This design comes from an exercise in tuning for small area, a short achievable clock period and few clock cycles per item on the open sky130 flow, not from production work.
RTL that was checked went through simulation tests only; none was proved equivalent to the original.

Setup of alpha:
// ntc_temp
module ntc_temp (
    input  wire        clk,
    input  wire        rst,
    input  wire        start,
    input  wire [15:0] vref,
    input  wire [15:0] vntc,
    input  wire [31:0] toff,
    output wire        ready,
    output wire        done,
    output reg         err,
    output reg  [31:0] result
);
==> module ntc_temp, before the edit <==
module ntc_temp (
    input  wire        clk,
    input  wire        rst,
    input  wire        start,
    input  wire [15:0] vref,
    input  wire [15:0] vntc,
    input  wire [31:0] toff,
    output wire        ready,
    output wire        done,
    output reg         err,
    output reg  [31:0] result
);
    localparam [2:0] S_IDLE = 3'd0, S_NORM = 3'd1, S_LN = 3'd2, S_DIV = 3'd3, S_FIN = 3'd4, S_DONE = 3'd5;
    localparam [36:0] K1M  = 37'd45713176761;    
    localparam [36:0] LN2  = 37'd2977044472;     
    localparam [36:0] NLN2 = ~LN2 + 37'd1;       
    localparam [37:0] NC273 = ~38'd17901158 + 38'd1;   
    reg  [2:0]  state;
    reg  [4:0]  k;
    reg  [37:0] g;         
    reg  [15:0] t;
    reg  [36:0] acc;       
    reg  [13:0] q;         
    wire [29:0] qq = {t, q};
    wire is_idle = (state == S_IDLE);
    wire is_norm = (state == S_NORM);
    wire is_ln   = (state == S_LN);
    wire is_div  = (state == S_DIV);
    wire is_fin  = (state == S_FIN);
    wire is_done = (state == S_DONE);
    assign ready = is_idle | is_done;
    assign done  = is_done;
    wire a_zero = (g[32:17] == 16'd0);
    wire b_zero = (t == 16'd0);
    wire a_n    = g[32];
    wire b_n    = t[15];
    wire init   = is_norm & a_n & b_n;
    wire a_ge_b = (g[32:17] >= t);
    function [36:0] lnc;
        input [4:0] kk;
        begin
            case (kk)
                5'd0:  lnc = 37'd2977044472;
                5'd1:  lnc = 37'd1741459379;
                5'd2:  lnc = 37'd958394255;
                5'd3:  lnc = 37'd505874286;
                5'd4:  lnc = 37'd260380768;
                5'd5:  lnc = 37'd132163268;
                5'd6:  lnc = 37'd66589974;
                5'd7:  lnc = 37'd33424039;
                5'd8:  lnc = 37'd16744533;
                5'd9:  lnc = 37'd8380427;
                5'd10: lnc = 37'd4192257;
                5'd11: lnc = 37'd2096640;
                5'd12: lnc = 37'd1048448;
                5'd13: lnc = 37'd524256;
                5'd14: lnc = 37'd262136;
                5'd15: lnc = 37'd131070;
                default: lnc = 37'd1 << (6'd32 - {1'b0, kk});
            endcase
        end
    endfunction
    reg [4:0] kstop;
    always @(*) begin
        casez (acc[36:29])
            8'b1???????: kstop = 5'd16;
            8'b011?????: kstop = 5'd17;
            8'b010?????: kstop = 5'd18;
            8'b0011????: kstop = 5'd19;
            8'b0010????: kstop = 5'd20;
            8'b00011???: kstop = 5'd21;
            8'b00010???: kstop = 5'd22;
            8'b000011??: kstop = 5'd23;
            8'b000010??: kstop = 5'd24;
            8'b0000011?: kstop = 5'd25;
            8'b0000010?: kstop = 5'd27;
            8'b00000011: kstop = 5'd28;
            8'b00000010: kstop = 5'd29;
            default:     kstop = 5'd30;
        endcase
    end
    wire last = is_ln & (k >= kstop);
    reg [37:0] rem0;
    reg [6:0]  mark;
    always @(*) begin
        if      (acc >= 37'd56908316672) begin rem0 = 38'd113413980160; mark = 7'b1000000; end
        else if (acc >= 37'd28454158336) begin rem0 = 38'd56706990080;  mark = 7'b0100000; end
        else if (acc >= 37'd14227079168) begin rem0 = 38'd28353495040;  mark = 7'b0010000; end
        else if (acc >= 37'd7113539584)  begin rem0 = 38'd14176747520;  mark = 7'b0001000; end
        else if (acc >= 37'd3556769792)  begin rem0 = 38'd7088373760;   mark = 7'b0000100; end
        else if (acc >= 37'd1778384896)  begin rem0 = 38'd3544186880;   mark = 7'b0000010; end
        else                             begin rem0 = 38'd1772093440;   mark = 7'b0000001; end
    end
    wire [37:0] shl = g >> k[3:0];
    wire [37:0] cen = 38'd1 << (5'd31 - k);
    wire        sel_sh = (is_ln | is_norm) & ~k[4];
    wire [37:0] x2_fix = ({38{is_div}} & ~cen) | ({38{is_fin}} & {8'd0, qq});
    wire [37:0] x2  = ({38{sel_sh}} & shl) | x2_fix;
    wire [37:0] m_fix = ({38{is_div}} & {1'b0, acc}) | ({38{is_fin}} & {6'd0, result}) |
                        ({38{is_ln}} & {4'd0, t, 18'd0});
    wire [37:0] m_set = a_ge_b ? {4'd0, t, 18'd0} : {5'd0, t, 17'd0};
    wire [37:0] m   = m_fix | ({38{is_norm}} & m_set);
    wire [37:0] mn  = ~m;
    wire [37:0] sv  = g ^ x2 ^ mn;
    wire [37:0] cv  = (g & x2) | (g & mn) | (x2 & mn);
    wire [37:0] s   = sv + {cv[36:0], is_div} + 38'd1;
    wire        take = ~s[37];
    wire [36:0] acc_add = acc + ((is_norm & ~init) ? (a_n ? LN2 : NLN2) : lnc(k));
    wire        en_t  = (is_ln & ~last) | (is_div & ~qq[29]);
    wire        use_s = init | (take & en_t);
    wire [37:0] g_alt = ready ? {5'd0, vntc, 17'd0} :
                        last ? rem0 :
                        (is_div & qq[29]) ? NC273 :
                        (is_norm & ~init & a_n) ? g : {g[36:0], 1'b0};
    wire        en_d  = (is_norm & ~init & (a_n ^ b_n)) | (init & a_ge_b);
    wire [36:0] acc_alt = ready ? K1M : en_d ? acc_add : acc;
    always @(posedge clk) begin
        if (rst) begin
            state <= S_IDLE;
        end else begin
            case (state)
                S_IDLE, S_DONE: state <= start ? S_NORM : S_IDLE;
                S_FIN: state <= S_DONE;
                S_NORM: begin
                    if (a_zero | b_zero) begin
                        err   <= 1'b1;
                        state <= S_DONE;
                    end else if (init) begin
                        state <= S_LN;
                    end
                end
                S_LN:  if (last) state <= S_DIV;
                S_DIV: if (qq[29]) begin
                    err   <= 1'b0;
                    state <= S_FIN;
                end
                default: state <= S_IDLE;
            endcase
        end
    end
    always @(posedge clk) begin
        g <= use_s ? {s[36:0], 1'b0} : g_alt;
        if (ready)
            t <= vref;
        else if (init)
            t <= g[32:17];
        else if (last)
            t <= 16'd0;
        else if ((is_norm & ~b_n) | is_div)
            t <= {t[14:0], is_div & q[13]};
        acc <= (is_ln & take) ? acc_add : acc_alt;
        if (ready)
            k <= 5'd0;
        else if (init | (is_ln & ~last))
            k <= k + 5'd1;
        if (last)
            q <= {7'd0, mark};
        else
            q <= {q[12:0], take & is_div};
        if (ready)
            result <= toff;
        else if (is_fin)
            result <= s[31:0];
    end
endmodule
Settings: LEC_CHECK=0, CAP_MARGIN=20, CORE_MARGIN=2, CORE_UTILIZATION=40, CTS_BUF_LIST=sky130_fd_sc_hd__clkbuf_8, PLACE_DENSITY=0.6, SETUP_SLACK_MARGIN=5, SLEW_MARGIN=20; clock period 11.0 ns.
run.sh (not shown) runs the stock make flow with config.mk's settings and CLKGATE_MAP_FILE= SYNTH_SCRIPT=/design/flow/synth_recipe.tcl, a recipe that flattens the netlist after the stock synthesis.
Having completed the whole flow, alpha delivered a layout that passed the timing, DRC and antenna checks.
Here is what was changed in the inputs of beta compared with alpha.
--- a/flow/design.v
+++ b/flow/design.v
@@ -90,31 +90,22 @@
         else if (acc >= 37'd3556769792)  begin rem0 = 38'd7088373760;   mark = 7'b0000100; end
         else if (acc >= 37'd1778384896)  begin rem0 = 38'd3544186880;   mark = 7'b0000010; end
         else                             begin rem0 = 38'd1772093440;   mark = 7'b0000001; end
     end
-    wire [37:0] shl = g >> k[3:0];
+    wire [37:0] sh  = (k[4] == 1'b0) ? (g >> k[3:0]) : 38'd0;
     wire [37:0] cen = 38'd1 << (5'd31 - k);
-    wire        sel_sh = (is_ln | is_norm) & ~k[4];
-    wire [37:0] x2_fix = ({38{is_div}} & ~cen) | ({38{is_fin}} & {8'd0, qq});
-    wire [37:0] x2  = ({38{sel_sh}} & shl) | x2_fix;
-    wire [37:0] m_fix = ({38{is_div}} & {1'b0, acc}) | ({38{is_fin}} & {6'd0, result}) |
-                        ({38{is_ln}} & {4'd0, t, 18'd0});
-    wire [37:0] m_set = a_ge_b ? {4'd0, t, 18'd0} : {5'd0, t, 17'd0};
-    wire [37:0] m   = m_fix | ({38{is_norm}} & m_set);
+    wire [37:0] x2  = (is_ln | is_norm) ? sh :
+                      is_div ? ~cen :
+                      {8'd0, qq};
+    wire [37:0] m   = is_div ? {1'b0, acc} :
+                      is_fin ? {6'd0, result} :
+                      (is_ln | a_ge_b) ? {4'd0, t, 18'd0} : {5'd0, t, 17'd0};
     wire [37:0] mn  = ~m;
     wire [37:0] sv  = g ^ x2 ^ mn;
     wire [37:0] cv  = (g & x2) | (g & mn) | (x2 & mn);
     wire [37:0] s   = sv + {cv[36:0], is_div} + 38'd1;
     wire        take = ~s[37];
     wire [36:0] acc_add = acc + ((is_norm & ~init) ? (a_n ? LN2 : NLN2) : lnc(k));
-    wire        en_t  = (is_ln & ~last) | (is_div & ~qq[29]);
-    wire        use_s = init | (take & en_t);
-    wire [37:0] g_alt = ready ? {5'd0, vntc, 17'd0} :
-                        last ? rem0 :
-                        (is_div & qq[29]) ? NC273 :
-                        (is_norm & ~init & a_n) ? g : {g[36:0], 1'b0};
-    wire        en_d  = (is_norm & ~init & (a_n ^ b_n)) | (init & a_ge_b);
-    wire [36:0] acc_alt = ready ? K1M : en_d ? acc_add : acc;
     always @(posedge clk) begin
         if (rst) begin
             state <= S_IDLE;
         end else begin
@@ -138,18 +129,32 @@
             endcase
         end
     end
     always @(posedge clk) begin
-        g <= use_s ? {s[36:0], 1'b0} : g_alt;
+        if (ready)
+            g <= {5'd0, vntc, 17'd0};
+        else if (last)
+            g <= rem0;
+        else if (is_div & qq[29])
+            g <= NC273;
+        else if (is_norm & ~init) begin
+            if (~a_n) g <= {g[36:0], 1'b0};
+        end else if (take | init)
+            g <= {s[36:0], 1'b0};
+        else
+            g <= {g[36:0], 1'b0};
         if (ready)
             t <= vref;
         else if (init)
             t <= g[32:17];
         else if (last)
             t <= 16'd0;
         else if ((is_norm & ~b_n) | is_div)
             t <= {t[14:0], is_div & q[13]};
-        acc <= (is_ln & take) ? acc_add : acc_alt;
+        if (ready)
+            acc <= K1M;
+        else if ((is_norm & ~init & (a_n ^ b_n)) | (init & a_ge_b) | (is_ln & take))
+            acc <= acc_add;
         if (ready)
             k <= 5'd0;
         else if (init | (is_ln & ~last))
             k <= k + 5'd1;
==> comparison <==
- | global-route usage | beta vs alpha | 0.76 points lower |
- On beta: minimum setup slack in the final design is 0.066 ns higher than what alpha gave.
- In the flow results for alpha and beta, the number of synthesized flops with an enable pin is larger on alpha.
- In beta the clock insertion delay at the later pin of the skew report turned out 0.04 ns higher than in alpha.
- alpha → beta: number of stages on the worst setup path -9, final critical delay including setup and external delays decreased by 0.066 ns relative to the old numbers.
- Diff alpha -> beta | count of unique library cells instantiated by Yosys | increase of about 22%
- Worst hold slack of beta is on par with alpha.
- Re die area: alpha was higher than beta.
- Going from alpha to beta, maximum frequency went up about 1.1%; via count went up 233.
Testbench counts of beta, summed over its fixed seeds: cycles 75,647, items 1,600.
No functional check of the RTL was part of alpha.

---

the previous run:
The RTL this note starts from:
==> flow/design.v <==
module ntc_temp (
    input  wire        clk,
    input  wire        rst,
    input  wire        start,
    input  wire [15:0] vref,
    input  wire [15:0] vntc,
    input  wire [31:0] toff,
    output wire        ready,
    output wire        done,
    output reg         err,
    output reg  [31:0] result
);
    localparam [2:0] S_IDLE = 3'd0, S_NORM = 3'd1, S_LN = 3'd2, S_DIV = 3'd3, S_FIN = 3'd4, S_DONE = 3'd5;
    localparam [36:0] K1M  = 37'd45713176761;    
    localparam [36:0] LN2  = 37'd2977044472;     
    localparam [36:0] NLN2 = ~LN2 + 37'd1;       
    localparam [37:0] NC273 = ~38'd17901158 + 38'd1;   
    reg  [2:0]  state;
    reg  [4:0]  k;
    reg  [37:0] g;         
    reg  [15:0] t;
    reg  [36:0] acc;       
    reg  [13:0] q;         
    reg         take_r;    
    wire [29:0] qq = {t, q};
    wire is_idle = (state == S_IDLE);
    wire is_norm = (state == S_NORM);
    wire is_ln   = (state == S_LN);
    wire is_div  = (state == S_DIV);
    wire is_fin  = (state == S_FIN);
    wire is_done = (state == S_DONE);
    assign ready = is_idle | is_done;
    assign done  = is_done;
    wire a_zero = (g[32:17] == 16'd0);
    wire b_zero = (t == 16'd0);
    wire a_n    = g[32];
    wire b_n    = t[15];
    wire init   = is_norm & a_n & b_n;
    wire a_ge_b = (g[32:17] >= t);
    function [36:0] lncp;
        input [4:0] kk;
        begin
            case (kk)
                5'd0:  lncp = 37'd0;
                5'd1:  lncp = 37'd2977044472;
                5'd2:  lncp = 37'd1741459379;
                5'd3:  lncp = 37'd958394255;
                5'd4:  lncp = 37'd505874286;
                5'd5:  lncp = 37'd260380768;
                5'd6:  lncp = 37'd132163268;
                5'd7:  lncp = 37'd66589974;
                5'd8:  lncp = 37'd33424039;
                5'd9:  lncp = 37'd16744533;
                5'd10: lncp = 37'd8380427;
                5'd11: lncp = 37'd4192257;
                5'd12: lncp = 37'd2096640;
                5'd13: lncp = 37'd1048448;
                5'd14: lncp = 37'd524256;
                5'd15: lncp = 37'd262136;
                5'd16: lncp = 37'd131070;
                default: lncp = 37'd1 << (6'd33 - {1'b0, kk});
            endcase
        end
    endfunction
    reg [4:0] kstop;
    always @(*) begin
        casez (acc[36:29])
            8'b1???????: kstop = 5'd16;
            8'b011?????: kstop = 5'd17;
            8'b010?????: kstop = 5'd18;
            8'b0011????: kstop = 5'd19;
            8'b0010????: kstop = 5'd20;
            8'b00011???: kstop = 5'd21;
            8'b00010???: kstop = 5'd22;
            8'b000011??: kstop = 5'd23;
            8'b000010??: kstop = 5'd24;
            8'b0000011?: kstop = 5'd25;
            8'b0000010?: kstop = 5'd27;
            8'b00000011: kstop = 5'd28;
            8'b00000010: kstop = 5'd29;
            default:     kstop = 5'd30;
        endcase
    end
    wire last = is_ln & (k >= kstop);
    reg [37:0] rem0;
    reg [6:0]  mark;
    always @(*) begin
        if      (acc >= 37'd56908316672) begin rem0 = 38'd113413980160; mark = 7'b1000000; end
        else if (acc >= 37'd28454158336) begin rem0 = 38'd56706990080;  mark = 7'b0100000; end
        else if (acc >= 37'd14227079168) begin rem0 = 38'd28353495040;  mark = 7'b0010000; end
        else if (acc >= 37'd7113539584)  begin rem0 = 38'd14176747520;  mark = 7'b0001000; end
        else if (acc >= 37'd3556769792)  begin rem0 = 38'd7088373760;   mark = 7'b0000100; end
        else if (acc >= 37'd1778384896)  begin rem0 = 38'd3544186880;   mark = 7'b0000010; end
        else                             begin rem0 = 38'd1772093440;   mark = 7'b0000001; end
    end
    wire [37:0] sh  = (k[4] == 1'b0) ? (g >> k[3:0]) : 38'd0;
    wire [37:0] cen  = 38'd1 << (5'd31 - k);
    wire [37:0] cen2 = take_r ? {cen[36:0], 1'b0} : 38'd0;   
    wire [37:0] x2  = (is_ln | is_norm) ? sh :
                      is_div ? ~(cen | cen2) :
                      {8'd0, qq};
    wire [37:0] m   = is_div ? {1'b0, acc} :
                      is_fin ? {6'd0, result} :
                      (is_ln | a_ge_b) ? {4'd0, t, 18'd0} : {5'd0, t, 17'd0};
    wire [37:0] mn  = ~m;
    wire [37:0] sv  = g ^ x2 ^ mn;
    wire [37:0] cv  = (g & x2) | (g & mn) | (x2 & mn);
    wire [37:0] s   = sv + {cv[36:0], is_div} + 38'd1;
    wire        take = ~s[37];
    wire [36:0] acc_add = acc + ((is_norm & ~init) ? (a_n ? LN2 : NLN2) :
                                 is_div ? {cen[35:0], 1'b0} : lncp(k));
    always @(posedge clk) begin
        if (rst) begin
            state <= S_IDLE;
        end else begin
            case (state)
                S_IDLE, S_DONE: state <= start ? S_NORM : S_IDLE;
                S_FIN: state <= S_DONE;
                S_NORM: begin
                    if (a_zero | b_zero) begin
                        err   <= 1'b1;
                        state <= S_DONE;
                    end else if (init) begin
                        state <= S_LN;
                    end
                end
                S_LN:  if (last) state <= S_DIV;
                S_DIV: if (qq[29]) begin
                    err   <= 1'b0;
                    state <= S_FIN;
                end
                default: state <= S_IDLE;
            endcase
        end
    end
    always @(posedge clk) begin
        if (ready)
            g <= {5'd0, vntc, 17'd0};
        else if (last)
            g <= rem0;
        else if (is_div & qq[29])
            g <= NC273;
        else if (is_norm & ~init) begin
            if (~a_n) g <= {g[36:0], 1'b0};
        end else if (take | init)
            g <= {s[36:0], 1'b0};
        else
            g <= {g[36:0], 1'b0};
        if (ready)
            t <= vref;
        else if (init)
            t <= g[32:17];
        else if (last)
            t <= 16'd0;
        else if ((is_norm & ~b_n) | is_div)
            t <= {t[14:0], is_div & q[13]};
        if (ready)
            acc <= K1M;
        else if ((is_norm & ~init & (a_n ^ b_n)) | take_r)
            acc <= acc_add;
        if (ready)
            k <= 5'd0;
        else if (init | (is_ln & ~last))
            k <= k + 5'd1;
        if (last)
            q <= {7'd0, mark};
        else
            q <= {q[12:0], take & is_div};
        take_r <= (is_ln & take) | (init & a_ge_b);
        if (ready)
            result <= toff;
        else if (is_fin)
            result <= s[31:0];
    end
endmodule
Settings: LEC_CHECK=0, CAP_MARGIN=20, CORE_MARGIN=2, CORE_UTILIZATION=40, CTS_BUF_LIST=sky130_fd_sc_hd__clkbuf_8, PLACE_DENSITY=0.6, SETUP_SLACK_MARGIN=5, SLEW_MARGIN=20; clock period 11.0 ns.
standard.sh (not shown) runs the stock make flow with config.mk's settings and CLKGATE_MAP_FILE= SYNTH_SCRIPT=/design/flow/synth_recipe.tcl, a recipe that flattens the netlist after the stock synthesis.
==> flow/flow/run.sh <==
#!/bin/bash
# Own flow: the standard layout (standard.sh) unchanged, except that the
# port buffers that global placement inserts on every input and output are
# the smallest buffer (buf_1) instead of the resizer's default pick.
set -euo pipefail
sed 's|"\${@:-finish}"|"BUFFER_PORTS_ARGS=-buffer_cell sky130_fd_sc_hd__buf_1" "${@:-finish}"|' standard.sh > standard_buf.sh
grep -q "BUFFER_PORTS_ARGS" standard_buf.sh
bash standard_buf.sh finish > flow_make.log 2>&1
### the previous run -> the current run
diff --git a/flow/design.v b/flow/design.v
--- a/flow/design.v
+++ b/flow/design.v
@@ -22,5 +22,4 @@
     reg  [36:0] acc;       
     reg  [13:0] q;         
-    reg         take_r;    
     wire [29:0] qq = {t, q};
     wire is_idle = (state == S_IDLE);
@@ -38,26 +37,25 @@
     wire init   = is_norm & a_n & b_n;
     wire a_ge_b = (g[32:17] >= t);
-    function [36:0] lncp;
+    function [36:0] lnc;
         input [4:0] kk;
         begin
             case (kk)
-                5'd0:  lncp = 37'd0;
-                5'd1:  lncp = 37'd2977044472;
-                5'd2:  lncp = 37'd1741459379;
-                5'd3:  lncp = 37'd958394255;
-                5'd4:  lncp = 37'd505874286;
-                5'd5:  lncp = 37'd260380768;
-                5'd6:  lncp = 37'd132163268;
-                5'd7:  lncp = 37'd66589974;
-                5'd8:  lncp = 37'd33424039;
-                5'd9:  lncp = 37'd16744533;
-                5'd10: lncp = 37'd8380427;
-                5'd11: lncp = 37'd4192257;
-                5'd12: lncp = 37'd2096640;
-                5'd13: lncp = 37'd1048448;
-                5'd14: lncp = 37'd524256;
-                5'd15: lncp = 37'd262136;
-                5'd16: lncp = 37'd131070;
-                default: lncp = 37'd1 << (6'd33 - {1'b0, kk});
+                5'd0:  lnc = 37'd2977044472;
+                5'd1:  lnc = 37'd1741459379;
+                5'd2:  lnc = 37'd958394255;
+                5'd3:  lnc = 37'd505874286;
+                5'd4:  lnc = 37'd260380768;
+                5'd5:  lnc = 37'd132163268;
+                5'd6:  lnc = 37'd66589974;
+                5'd7:  lnc = 37'd33424039;
+                5'd8:  lnc = 37'd16744533;
+                5'd9:  lnc = 37'd8380427;
+                5'd10: lnc = 37'd4192257;
+                5'd11: lnc = 37'd2096640;
+                5'd12: lnc = 37'd1048448;
+                5'd13: lnc = 37'd524256;
+                5'd14: lnc = 37'd262136;
+                5'd15: lnc = 37'd131070;
+                default: lnc = 37'd1 << (6'd32 - {1'b0, kk});
             endcase
         end
@@ -95,8 +93,7 @@
     end
     wire [37:0] sh  = (k[4] == 1'b0) ? (g >> k[3:0]) : 38'd0;
-    wire [37:0] cen  = 38'd1 << (5'd31 - k);
-    wire [37:0] cen2 = take_r ? {cen[36:0], 1'b0} : 38'd0;   
+    wire [37:0] cen = 38'd1 << (5'd31 - k);
     wire [37:0] x2  = (is_ln | is_norm) ? sh :
-                      is_div ? ~(cen | cen2) :
+                      is_div ? ~cen :
                       {8'd0, qq};
     wire [37:0] m   = is_div ? {1'b0, acc} :
@@ -108,6 +105,5 @@
     wire [37:0] s   = sv + {cv[36:0], is_div} + 38'd1;
     wire        take = ~s[37];
-    wire [36:0] acc_add = acc + ((is_norm & ~init) ? (a_n ? LN2 : NLN2) :
-                                 is_div ? {cen[35:0], 1'b0} : lncp(k));
+    wire [36:0] acc_add = acc + ((is_norm & ~init) ? (a_n ? LN2 : NLN2) : lnc(k));
     always @(posedge clk) begin
         if (rst) begin
@@ -157,5 +153,5 @@
         if (ready)
             acc <= K1M;
-        else if ((is_norm & ~init & (a_n ^ b_n)) | take_r)
+        else if ((is_norm & ~init & (a_n ^ b_n)) | (init & a_ge_b) | (is_ln & take))
             acc <= acc_add;
         if (ready)
@@ -167,5 +163,4 @@
         else
             q <= {q[12:0], take & is_div};
-        take_r <= (is_ln & take) | (init & a_ge_b);
         if (ready)
             result <= toff;
[summary]
The current run closes out successfully: all stages finished, all timing, DRC and antenna checks passed.
Changes observed in the current run relative to the previous run: HPWL reported at the end of detailed placement -9.3%, flip-flop and latch count down 1, clock slew at the register clock pins of the worst setup and hold paths essentially unchanged, via count of the first global-routing pass fell 767.
The current run vs the previous run — fmax climbed by a few percent
Going from the previous run to the current run, register-to-register slack now sits higher; utilization now sits lower.
Compared with the previous run, the current run shows average via count per standard cell that has gone down by a few percent.
Testbench counts of the current run, summed over its fixed seeds: cycles 75,647, items 1,600.
No functional check of the RTL was part of the previous run.

separate check: timing with driven ports:
Ports are ideal in the flow. The routed layouts listed here were re-timed in OpenROAD.
Step 1 (the two cells are an assumption about what drives the block):
set clk [get_ports {clk}]
set_driving_cell -lib_cell sky130_fd_sc_hd__clkbuf_16 $clk
set_driving_cell -lib_cell sky130_fd_sc_hd__buf_2 [delete_from_list [all_inputs] $clk]
Step 2 adds t to the input delays and takes it off the output delays; t is the mean of the earliest and latest rising clock arrival at the registers after step 1. Input paths then give back, and output paths get back, about the clock's delay inside the block.
Three values: no drivers, after step 1, after step 2; two values: the first two.
run	shift t [ns]	slack for setup (ns)	hold WS [ns]
alpha	0.591	5.108 / 5.108 / 5.108	0.464 / 0.464 / 0.464
beta	0.645	5.174 / 5.174 / 5.174	0.466 / 0.466 / 0.466
the previous run	0.586	4.984 / 4.984 / 4.984	0.470 / 0.470 / 0.470
the current run	0.581	5.150 / 5.150 / 5.150	0.473 / 0.473 / 0.473
After both steps setup and hold are still met in every run listed.
